This is an optimization exercise on Yosys and OpenROAD, whose aim is a short achievable clock period and few clock cycles, not a production implementation.
No activity file was given, so power comes from the tool's default toggle rates.

==> inputs of run K <==
==> flow/design.v <==
module flz_decomp (
    input  wire        clk,
    input  wire        rst,         
    input  wire        start,
    input  wire        abort,
    input  wire [15:0] in_off,
    input  wire [15:0] in_len,
    output wire [15:0] in_addr,
    input  wire [7:0]  in_rdata,
    output wire        out_we,
    output wire [14:0] out_waddr,
    output wire [7:0]  out_wdata,
    output wire [14:0] out_raddr,
    input  wire [7:0]  out_rdata,
    output wire [1:0]  st,
    output reg  [1:0]  err,
    output reg  [2:0]  cause,
    output reg  [15:0] op
);
    localparam [1:0] ST_IDLE = 2'd0, ST_RUN = 2'd1, ST_DONE = 2'd2, ST_FAULT = 2'd3;
    localparam [1:0] E_NONE = 2'd0, E_UNSUPPORTED = 2'd1, E_CORRUPT = 2'd2;
    localparam [2:0] C_NONE = 3'd0, C_LEVEL = 3'd1, C_TRUNC_HDR = 3'd2, C_TRUNC_LIT = 3'd3,
                     C_TRUNC_MATCH = 3'd4, C_UNDERFLOW = 3'd5, C_OVERFLOW_LIT = 3'd6,
                     C_OVERFLOW_MATCH = 3'd7;
    localparam [2:0] T_CTRL = 3'd0, T_EXT = 3'd1, T_LO = 3'd2, T_LIT = 3'd3, T_STOP = 3'd4;
    localparam [1:0] K_LIT = 2'd0, K_MATCH = 2'd1, K_FIN = 2'd2;
    localparam [1:0] X_IDLE = 2'd0, X_LIT = 2'd1, X_COPY = 2'd2, X_FIN = 2'd3;
    localparam [1:0] D_LIT = 2'd0, D_MEM = 2'd1, D_H1 = 2'd2, D_H2 = 2'd3;
    reg  [1:0]  st_r;
    assign st = st_r;
    wire running = (st_r == ST_RUN);
    wire go      = start && !running;       
    reg  [15:0] ip;           
    reg  [15:0] fleft;        
    reg         fnz;          
    reg  [3:0]  c_d;          
    reg  [4:0]  l_d;          
    reg  [3:0]  v_d;          
    reg         c_le5, c_le6, c_le7;     
    reg         l_le13, l_le14, l_le15;  
    reg         f1_v;         
    reg  [5:0]  f1_tag;       
    reg  [7:0]  iq;
    reg         iq_v;
    reg  [5:0]  iq_tag;
    reg  [7:0]  lq [0:15];
    reg  [4:0]  lq_w, lq_r;   
    reg  [1:0]  cq_type [0:7];
    reg  [8:0]  cq_cnt  [0:7];     
    reg         cq_one  [0:7];
    reg  [14:0] cq_rp   [0:7];
    reg  [1:0]  cq_dsel [0:7];
    reg  [3:0]  cq_w, cq_r;
    reg  [2:0]  t_st;
    reg         t_first;
    reg         t_end;        
    reg  [4:0]  t_cnt;        
    reg  [4:0]  t_hi;
    reg  [8:0]  t_n;
    reg         k_v;
    reg  [1:0]  k_type;
    reg  [8:0]  k_n;
    reg  [8:0]  k_add;        
    reg         k_one;
    reg  [12:0] k_ofs;
    reg  [1:0]  k_err;
    reg  [2:0]  k_cause;
    reg         c1_v;
    reg  [1:0]  c1_type;
    reg  [8:0]  c1_n;
    reg         c1_one;
    reg  [8:0]  c1_src_lo;    
    reg  [6:0]  c1_src_hi;    
    reg  [1:0]  c1_dsel;
    reg  [1:0]  c1_err;
    reg  [2:0]  c1_cause;
    reg         c1_hi_gt, c1_hi_eq, c1_lo_ge;    
    reg         c_stop;
    reg  [15:0] op_p;         
    reg  [1:0]  x_mode;
    reg  [8:0]  x_cnt;
    reg         x_last;       
    reg  [14:0] x_rp;
    reg  [1:0]  x_dsel;
    reg  [1:0]  x_err;
    reg  [2:0]  x_cause;
    reg         d_v;
    reg  [1:0]  d_sel;
    reg  [7:0]  d_lit;
    reg         w_v;
    reg  [7:0]  w_data;
    reg  [7:0]  h1;           
    reg  [7:0]  h2;           
    assign in_addr   = ip;
    assign out_raddr = x_rp;
    assign out_we    = w_v;
    assign out_waddr = op[14:0];
    assign out_wdata = w_data;
    wire        fetch   = running && fnz &&
                          ((iq_v && f1_v)  ? (c_le5 && l_le13) :
                           (iq_v || f1_v)  ? (c_le6 && l_le14) : (c_le7 && l_le15));
    wire [3:0]  cq_occ  = c_d + {3'd0, v_d[3]} + {3'd0, v_d[2]} + {3'd0, v_d[1]} + {3'd0, v_d[0]};
    wire [4:0]  lq_occ  = l_d + {4'd0, v_d[1]} + {4'd0, v_d[0]};
    wire [5:0]  f_tag   = (fleft[15:6] != 10'd0) ? 6'd63 : (fleft[5:0] - 6'd1);
    wire [2:0]  c_len   = iq[7:5];
    wire        tr_lit  = (iq_tag <= {1'b0, iq[4:0]});
    wire        tr_sm   = (iq_tag == 6'd0);
    wire        tr_lm   = (iq_tag[5:1] == 5'd0);
    wire        t_lit   = running && iq_v && (t_st == T_LIT);
    wire        t_fin   = running && (t_st == T_CTRL) && t_end && c_le7;
    wire        c1_uf   = c1_hi_gt || (c1_hi_eq && c1_lo_ge);
    wire        c2_ovf  = op_p[15] && (op_p[14:0] != 15'd0);
    wire [14:0] c1_src  = {c1_src_hi + {6'd0, c1_src_lo[8]}, c1_src_lo[7:0]};
    wire        c_push  = running && c1_v && !c_stop;
    wire        lq_ne   = (lq_w != lq_r);
    wire        cq_ne   = (cq_w != cq_r);
    wire        x_lpop  = (x_mode == X_LIT) && lq_ne;
    wire        x_free  = (x_mode == X_IDLE) || (x_last && ((x_mode == X_COPY) || x_lpop));
    wire        x_load  = running && x_free && cq_ne;
    wire [7:0]  d_byte  = (d_sel == D_LIT) ? d_lit :
                          (d_sel == D_MEM) ? out_rdata :
                          (d_sel == D_H1)  ? h1 : h2;
    integer i;
    always @(posedge clk) begin
        f1_v   <= fetch;
        f1_tag <= f_tag;
        iq     <= in_rdata;
        iq_v   <= f1_v;
        iq_tag <= f1_tag;
        ip     <= ip + {15'd0, fetch};
        c_d    <= cq_w - cq_r;
        l_d    <= lq_w - lq_r;
        v_d    <= {c1_v, k_v, iq_v, f1_v};
        c_le5  <= (cq_occ <= 4'd5);
        c_le6  <= (cq_occ <= 4'd6);
        c_le7  <= (cq_occ <= 4'd7);
        l_le13 <= (lq_occ <= 5'd13);
        l_le14 <= (lq_occ <= 5'd14);
        l_le15 <= (lq_occ <= 5'd15);
        if (fetch) begin
            fleft <= fleft - 16'd1;
            fnz   <= (fleft != 16'd1);
        end
        if (t_lit) begin
            lq[lq_w[3:0]] <= iq;
            lq_w     <= lq_w + 5'd1;
        end
        lq_r <= lq_r + {4'd0, x_lpop};
        k_v   <= 1'b0;
        k_add <= 9'd0;
        if (running) begin
            case (t_st)
                T_CTRL: begin
                    if (t_fin) begin
                        k_v     <= 1'b1;
                        k_type  <= K_FIN;
                        k_err   <= t_first ? E_CORRUPT : E_NONE;
                        k_cause <= t_first ? C_TRUNC_HDR : C_NONE;
                        t_st    <= T_STOP;
                    end else if (iq_v) begin
                        t_first <= 1'b0;
                        t_hi    <= iq[4:0];
                        k_n     <= {4'd0, iq[4:0]} + 9'd1;
                        k_one   <= (iq[4:0] == 5'd0);
                        t_cnt   <= iq[4:0];
                        t_n     <= {6'd0, c_len} + 9'd2;
                        k_err   <= E_CORRUPT;
                        k_type  <= K_FIN;
                        if (t_first && c_len != 3'd0) begin
                            k_v     <= 1'b1;
                            k_err   <= E_UNSUPPORTED;
                            k_cause <= C_LEVEL;
                            t_st    <= T_STOP;
                        end else if (c_len == 3'd0) begin
                            k_v     <= 1'b1;
                            k_cause <= C_TRUNC_LIT;
                            if (tr_lit) t_st <= T_STOP;
                            else begin
                                k_type <= K_LIT;
                                k_add  <= {4'd0, iq[4:0]} + 9'd1;
                                t_st   <= T_LIT;
                            end
                        end else begin
                            k_cause <= C_TRUNC_MATCH;
                            if ((c_len == 3'd7) ? tr_lm : tr_sm) begin
                                k_v  <= 1'b1;
                                t_st <= T_STOP;
                            end else
                                t_st <= (c_len == 3'd7) ? T_EXT : T_LO;
                        end
                    end
                end
                T_EXT: if (iq_v) begin
                    t_n  <= {1'b0, iq} + 9'd9;
                    t_st <= T_LO;
                end
                T_LO: if (iq_v) begin
                    k_v    <= 1'b1;
                    k_type <= K_MATCH;
                    k_n    <= t_n;
                    k_add  <= t_n;
                    k_one  <= 1'b0;
                    k_ofs  <= {t_hi, iq};
                    t_st   <= T_CTRL;
                end
                T_LIT: if (iq_v) begin
                    t_cnt <= t_cnt - 5'd1;
                    if (t_cnt == 5'd0) t_st <= T_CTRL;
                end
                default: ;
            endcase
            if (iq_v && iq_tag == 6'd0) t_end <= 1'b1;
        end
        c1_v     <= running && k_v;
        c1_type  <= k_type;
        c1_n     <= k_n;
        c1_one   <= k_one;
        c1_src_lo <= {1'b0, op_p[7:0]} + {1'b0, ~k_ofs[7:0]};
        c1_src_hi <= op_p[14:8] + {2'b11, ~k_ofs[12:8]};
        c1_dsel  <= (k_ofs == 13'd0) ? D_H1 : (k_ofs == 13'd1) ? D_H2 : D_MEM;
        c1_err   <= k_err;
        c1_cause <= k_cause;
        c1_hi_gt <= ({3'd0, k_ofs[12:8]} >  op_p[15:8]);
        c1_hi_eq <= ({3'd0, k_ofs[12:8]} == op_p[15:8]);
        c1_lo_ge <= (k_ofs[7:0] >= op_p[7:0]);
        op_p     <= op_p + {7'd0, k_add};
        if (c_push) begin
            cq_cnt[cq_w[2:0]]   <= c1_n;
            cq_one[cq_w[2:0]]   <= c1_one;
            cq_rp[cq_w[2:0]]    <= c1_src;
            cq_dsel[cq_w[2:0]]  <= c1_dsel;
            cq_type[cq_w[2:0]]  <= c1_type;
            if (c1_type == K_FIN) cq_cnt[cq_w[2:0]] <= {4'd0, c1_err, c1_cause};
            if (c1_type == K_FIN) c_stop <= 1'b1;
            if (c1_type == K_LIT && c2_ovf) begin
                cq_type[cq_w[2:0]]  <= K_FIN;
                cq_cnt[cq_w[2:0]]   <= {4'd0, E_CORRUPT, C_OVERFLOW_LIT};
                c_stop         <= 1'b1;
            end
            if (c1_type == K_MATCH && (c1_uf || c2_ovf)) begin
                cq_type[cq_w[2:0]]  <= K_FIN;
                cq_cnt[cq_w[2:0]]   <= {4'd0, E_CORRUPT, c1_uf ? C_UNDERFLOW : C_OVERFLOW_MATCH};
                c_stop         <= 1'b1;
            end
            cq_w <= cq_w + 4'd1;
        end
        cq_r <= cq_r + {3'd0, x_load};
        w_v    <= d_v;
        w_data <= d_byte;
        if (d_v) begin
            h1 <= d_byte;
            h2 <= h1;
        end
        op <= op + {15'd0, w_v};
        d_v  <= 1'b0;
        x_rp <= x_rp + {14'd0, x_mode == X_COPY};
        case (x_mode)
            X_COPY: begin
                d_v    <= 1'b1;
                d_sel  <= x_dsel;
                x_cnt  <= x_cnt - 9'd1;
                x_last <= (x_cnt == 9'd2);
                if (x_last) x_mode <= X_IDLE;
            end
            X_LIT: begin
                if (lq_ne) begin
                    d_v    <= 1'b1;
                    d_sel  <= D_LIT;
                    d_lit  <= lq[lq_r[3:0]];
                    x_cnt  <= x_cnt - 9'd1;
                    x_last <= (x_cnt == 9'd2);
                    if (x_last) x_mode <= X_IDLE;
                end
            end
            X_FIN: begin
                if (!d_v) begin
                    st_r   <= (x_err == E_NONE) ? ST_DONE : ST_FAULT;
                    err    <= x_err;
                    cause  <= x_cause;
                    x_mode <= X_IDLE;
                end
            end
            default: ;
        endcase
        if (x_load) begin
            x_mode  <= (cq_type[cq_r[2:0]] == K_LIT) ? X_LIT : (cq_type[cq_r[2:0]] == K_MATCH) ? X_COPY : X_FIN;
            x_cnt   <= cq_cnt[cq_r[2:0]];
            x_last  <= cq_one[cq_r[2:0]];
            x_rp    <= cq_rp[cq_r[2:0]];
            x_dsel  <= cq_dsel[cq_r[2:0]];
            x_err   <= cq_cnt[cq_r[2:0]][4:3];
            x_cause <= cq_cnt[cq_r[2:0]][2:0];
        end
        if (rst || abort || go) begin
            f1_v   <= 1'b0;
            iq_v   <= 1'b0;
            k_v    <= 1'b0;
            k_add  <= 9'd0;
            lq_w   <= 5'd0;
            lq_r   <= 5'd0;
            cq_w   <= 4'd0;
            cq_r   <= 4'd0;
            x_mode <= X_IDLE;
            d_v    <= 1'b0;
            w_v    <= 1'b0;
            t_st   <= T_STOP;
            c_stop <= 1'b1;
            c1_v   <= 1'b0;
            fnz    <= 1'b0;
            c_d    <= 4'd0;
            l_d    <= 5'd0;
            v_d    <= 4'd0;
            c_le5  <= 1'b0;
            c_le6  <= 1'b0;
            c_le7  <= 1'b0;
            l_le13 <= 1'b0;
            l_le14 <= 1'b0;
            l_le15 <= 1'b0;
        end
        if (rst || abort) begin
            st_r  <= ST_IDLE;
            err   <= E_NONE;
            cause <= C_NONE;
            if (rst) op <= 16'd0;
        end else if (go) begin
            st_r    <= ST_RUN;
            err     <= E_NONE;
            cause   <= C_NONE;
            op      <= 16'd0;
            ip      <= in_off;
            fleft   <= in_len;
            fnz     <= (in_len != 16'd0);
            c_le5   <= 1'b1;
            c_le6   <= 1'b1;
            c_le7   <= 1'b1;
            l_le13  <= 1'b1;
            l_le14  <= 1'b1;
            l_le15  <= 1'b1;
            t_st    <= T_CTRL;
            t_first <= 1'b1;
            t_end   <= (in_len == 16'd0);
            c_stop  <= 1'b0;
            op_p    <= 16'd0;
        end
    end
endmodule
==> flow/run.sh <==
#!/bin/bash
# synth_recipe.tcl (not shown) runs the flow's synth.tcl, then flattens the netlist and writes it again
# the make line also repeats each setting of config.mk as NAME=value (left out here)
make -C /OpenROAD-flow-scripts/flow DESIGN_CONFIG=/design/flow/config.mk WORK_HOME=/design/flow/orfs CLKGATE_MAP_FILE= SYNTH_SCRIPT=/design/flow/synth_recipe.tcl finish
==> flow/config.mk <==
export PLATFORM = sky130hd
export DESIGN_NAME = flz_decomp
export DESIGN_NICKNAME = flz_decomp
export VERILOG_FILES = /design/flow/design.v
export SDC_FILE = /design/flow/constraint.sdc
export NUM_CORES = 4
export LEC_CHECK = 0
export CAP_MARGIN = 20
export CORE_MARGIN = 2
export CORE_UTILIZATION = 40
export SETUP_SLACK_MARGIN = 4
export SLEW_MARGIN = 20
==> flow/constraint.sdc <==
create_clock -name core_clock -period 6.0 [get_ports {clk}]
set_input_delay 1.2000 -clock core_clock [delete_from_list [all_inputs] [get_ports {clk}]]
set_output_delay 1.2000 -clock core_clock [all_outputs]
set_load 0.01 [all_outputs]
==> inputs of run F, as changes to run K <==
--- a/flow/design.v
+++ b/flow/design.v
@@ -35,5 +35,4 @@
     reg         fnz;          
-    reg  [3:0]  c_d;          
-    reg  [4:0]  l_d;          
-    reg  [3:0]  v_d;          
+    reg  [3:0]  c_occ;        
+    reg  [4:0]  l_occ;        
     reg         c_le5, c_le6, c_le7;     
@@ -62,3 +61,2 @@
     reg  [8:0]  k_n;
-    reg  [8:0]  k_add;        
     reg         k_one;
@@ -71,4 +69,3 @@
     reg         c1_one;
-    reg  [8:0]  c1_src_lo;    
-    reg  [6:0]  c1_src_hi;    
+    reg  [14:0] c1_src;
     reg  [1:0]  c1_dsel;
@@ -76,5 +73,7 @@
     reg  [2:0]  c1_cause;
-    reg         c1_hi_gt, c1_hi_eq, c1_lo_ge;    
+    reg         c1_uf;
+    reg         c1_ovf;
     reg         c_stop;
     reg  [15:0] op_p;         
+    reg  [15:0] space;        
     reg  [1:0]  x_mode;
@@ -101,4 +100,4 @@
                            (iq_v || f1_v)  ? (c_le6 && l_le14) : (c_le7 && l_le15));
-    wire [3:0]  cq_occ  = c_d + {3'd0, v_d[3]} + {3'd0, v_d[2]} + {3'd0, v_d[1]} + {3'd0, v_d[0]};
-    wire [4:0]  lq_occ  = l_d + {4'd0, v_d[1]} + {4'd0, v_d[0]};
+    wire [3:0]  cq_occ  = (cq_w - cq_r) + {3'd0, c1_v} + {3'd0, k_v} + {3'd0, iq_v} + {3'd0, f1_v};
+    wire [4:0]  lq_occ  = (lq_w - lq_r) + {4'd0, iq_v} + {4'd0, f1_v};
     wire [5:0]  f_tag   = (fleft[15:6] != 10'd0) ? 6'd63 : (fleft[5:0] - 6'd1);
@@ -110,5 +109,5 @@
     wire        t_fin   = running && (t_st == T_CTRL) && t_end && c_le7;
-    wire        c1_uf   = c1_hi_gt || (c1_hi_eq && c1_lo_ge);
-    wire        c2_ovf  = op_p[15] && (op_p[14:0] != 15'd0);
-    wire [14:0] c1_src  = {c1_src_hi + {6'd0, c1_src_lo[8]}, c1_src_lo[7:0]};
+    wire        uflow   = ({3'd0, k_ofs} >= op_p);
+    wire        ovf     = (space[15:9] == 7'd0) && (space[8:0] < k_n);
+    wire [14:0] k_src   = op_p[14:0] + {2'b11, ~k_ofs};
     wire        c_push  = running && c1_v && !c_stop;
@@ -130,11 +129,10 @@
         ip     <= ip + {15'd0, fetch};
-        c_d    <= cq_w - cq_r;
-        l_d    <= lq_w - lq_r;
-        v_d    <= {c1_v, k_v, iq_v, f1_v};
-        c_le5  <= (cq_occ <= 4'd5);
-        c_le6  <= (cq_occ <= 4'd6);
-        c_le7  <= (cq_occ <= 4'd7);
-        l_le13 <= (lq_occ <= 5'd13);
-        l_le14 <= (lq_occ <= 5'd14);
-        l_le15 <= (lq_occ <= 5'd15);
+        c_occ  <= cq_occ;
+        l_occ  <= lq_occ;
+        c_le5  <= (c_occ <= 4'd5);
+        c_le6  <= (c_occ <= 4'd6);
+        c_le7  <= (c_occ <= 4'd7);
+        l_le13 <= (l_occ <= 5'd13);
+        l_le14 <= (l_occ <= 5'd14);
+        l_le15 <= (l_occ <= 5'd15);
         if (fetch) begin
@@ -148,4 +146,3 @@
         lq_r <= lq_r + {4'd0, x_lpop};
-        k_v   <= 1'b0;
-        k_add <= 9'd0;
+        k_v <= 1'b0;
         if (running) begin
@@ -179,3 +176,2 @@
                                 k_type <= K_LIT;
-                                k_add  <= {4'd0, iq[4:0]} + 9'd1;
                                 t_st   <= T_LIT;
@@ -200,3 +196,2 @@
                     k_n    <= t_n;
-                    k_add  <= t_n;
                     k_one  <= 1'b0;
@@ -217,4 +212,3 @@
         c1_one   <= k_one;
-        c1_src_lo <= {1'b0, op_p[7:0]} + {1'b0, ~k_ofs[7:0]};
-        c1_src_hi <= op_p[14:8] + {2'b11, ~k_ofs[12:8]};
+        c1_src   <= k_src;
         c1_dsel  <= (k_ofs == 13'd0) ? D_H1 : (k_ofs == 13'd1) ? D_H2 : D_MEM;
@@ -222,6 +216,8 @@
         c1_cause <= k_cause;
-        c1_hi_gt <= ({3'd0, k_ofs[12:8]} >  op_p[15:8]);
-        c1_hi_eq <= ({3'd0, k_ofs[12:8]} == op_p[15:8]);
-        c1_lo_ge <= (k_ofs[7:0] >= op_p[7:0]);
-        op_p     <= op_p + {7'd0, k_add};
+        c1_uf    <= uflow;
+        c1_ovf   <= ovf;
+        if (k_v) begin
+            op_p  <= op_p + {7'd0, k_n};
+            space <= space - {7'd0, k_n};
+        end
         if (c_push) begin
@@ -234,3 +230,3 @@
             if (c1_type == K_FIN) c_stop <= 1'b1;
-            if (c1_type == K_LIT && c2_ovf) begin
+            if (c1_type == K_LIT && c1_ovf) begin
                 cq_type[cq_w[2:0]]  <= K_FIN;
@@ -239,3 +235,3 @@
             end
-            if (c1_type == K_MATCH && (c1_uf || c2_ovf)) begin
+            if (c1_type == K_MATCH && (c1_uf || c1_ovf)) begin
                 cq_type[cq_w[2:0]]  <= K_FIN;
@@ -297,3 +293,2 @@
             k_v    <= 1'b0;
-            k_add  <= 9'd0;
             lq_w   <= 5'd0;
@@ -309,5 +304,4 @@
             fnz    <= 1'b0;
-            c_d    <= 4'd0;
-            l_d    <= 5'd0;
-            v_d    <= 4'd0;
+            c_occ  <= 4'd0;
+            l_occ  <= 5'd0;
             c_le5  <= 1'b0;
@@ -343,2 +337,3 @@
             op_p    <= 16'd0;
+            space   <= 16'd32768;
         end
--- a/flow/config.mk
+++ b/flow/config.mk
@@ -9,3 +9,5 @@
 export CORE_MARGIN = 2
-export CORE_UTILIZATION = 40
+export CORE_UTILIZATION = 60
+export CTS_CLUSTER_DIAMETER = 80
+export CTS_CLUSTER_SIZE = 24
 export SETUP_SLACK_MARGIN = 4
==> qor summary <==
                                                              run K       run F
Complex-gate fraction of the synthesized area                 4.27%       5.74%
Sequential power share                                        49.3%       60.4%
Synth Area in Simple Gates                                    9.82%       9.75%
Outcome                            no timing/DRC/antenna violations  no timing/DRC/antenna violations
Share of power burned in combinational logic                   4.4%        5.4%
Routed metal-1 wirelength                                  27700 um    28100 um
Non-clock inverter instance count of the final layout            72          82
Length of the first detailed-routing pass in iterations           6           5
Internal power                                              8.00 mW     6.47 mW
Initial antenna violation count                                   2           0
Final-stage net count                                          2403        2520
Sequential cell count of the final layout                       664         666
Ratio of final minimum period to clock period                 39.0%       39.9%
Share of the synthesized area in the top cell type            50.2%       48.7%
Switching share of total power                                20.7%       21.7%
Grt met1 use                                                  23.7%       37.6%
Placement Rows                                                   95          79
Fillcell total                                                 5373        2694
Critical Path Stages                                             12           8
Reg-to-reg slack, setup                                     3660 ps     3610 ps
Clock Sink Count                                                664         666
Final min period                                            2340 ps     2390 ps
Normalized max-slew margin                                    35.3%       49.8%
No functional check of the RTL was part of any run of this note.

## re-timing with driven ports
The flow's constraints put no driver on any port. The routed layouts listed below were extracted and timed again, unchanged, in two steps.
Step 1 sets driving cells, clkbuf_16 on the clock port and buf_2 on the other inputs (assumed; they add their load-dependent delay and slew).
Step 2 moves the port delays by t, midway between the first and last clock arrival at a register: inputs arrive t later, outputs are due t later. That takes back most of the time a late clock gives input paths.
a / b / c = no drivers / after step 1 / after step 2; a / b = the first two.
| run | shift t [ns] | slack for setup (ns) | hold WS [ns] | worst setup path after step 2 |
|---|---|---|---|---|
| run K | 0.663 | 3.660 / 3.657 / 3.378 | 0.319 / 0.319 / 0.319 | input to register |
| run F | 0.643 | 3.608 / 3.608 / 3.412 | 0.332 / 0.332 / 0.332 | input to register |
After both steps every run listed still meets setup and hold. For run K, which loses most, drivers alone change the setup slack by -0.003 ns; drivers and shift together by -0.282 ns.
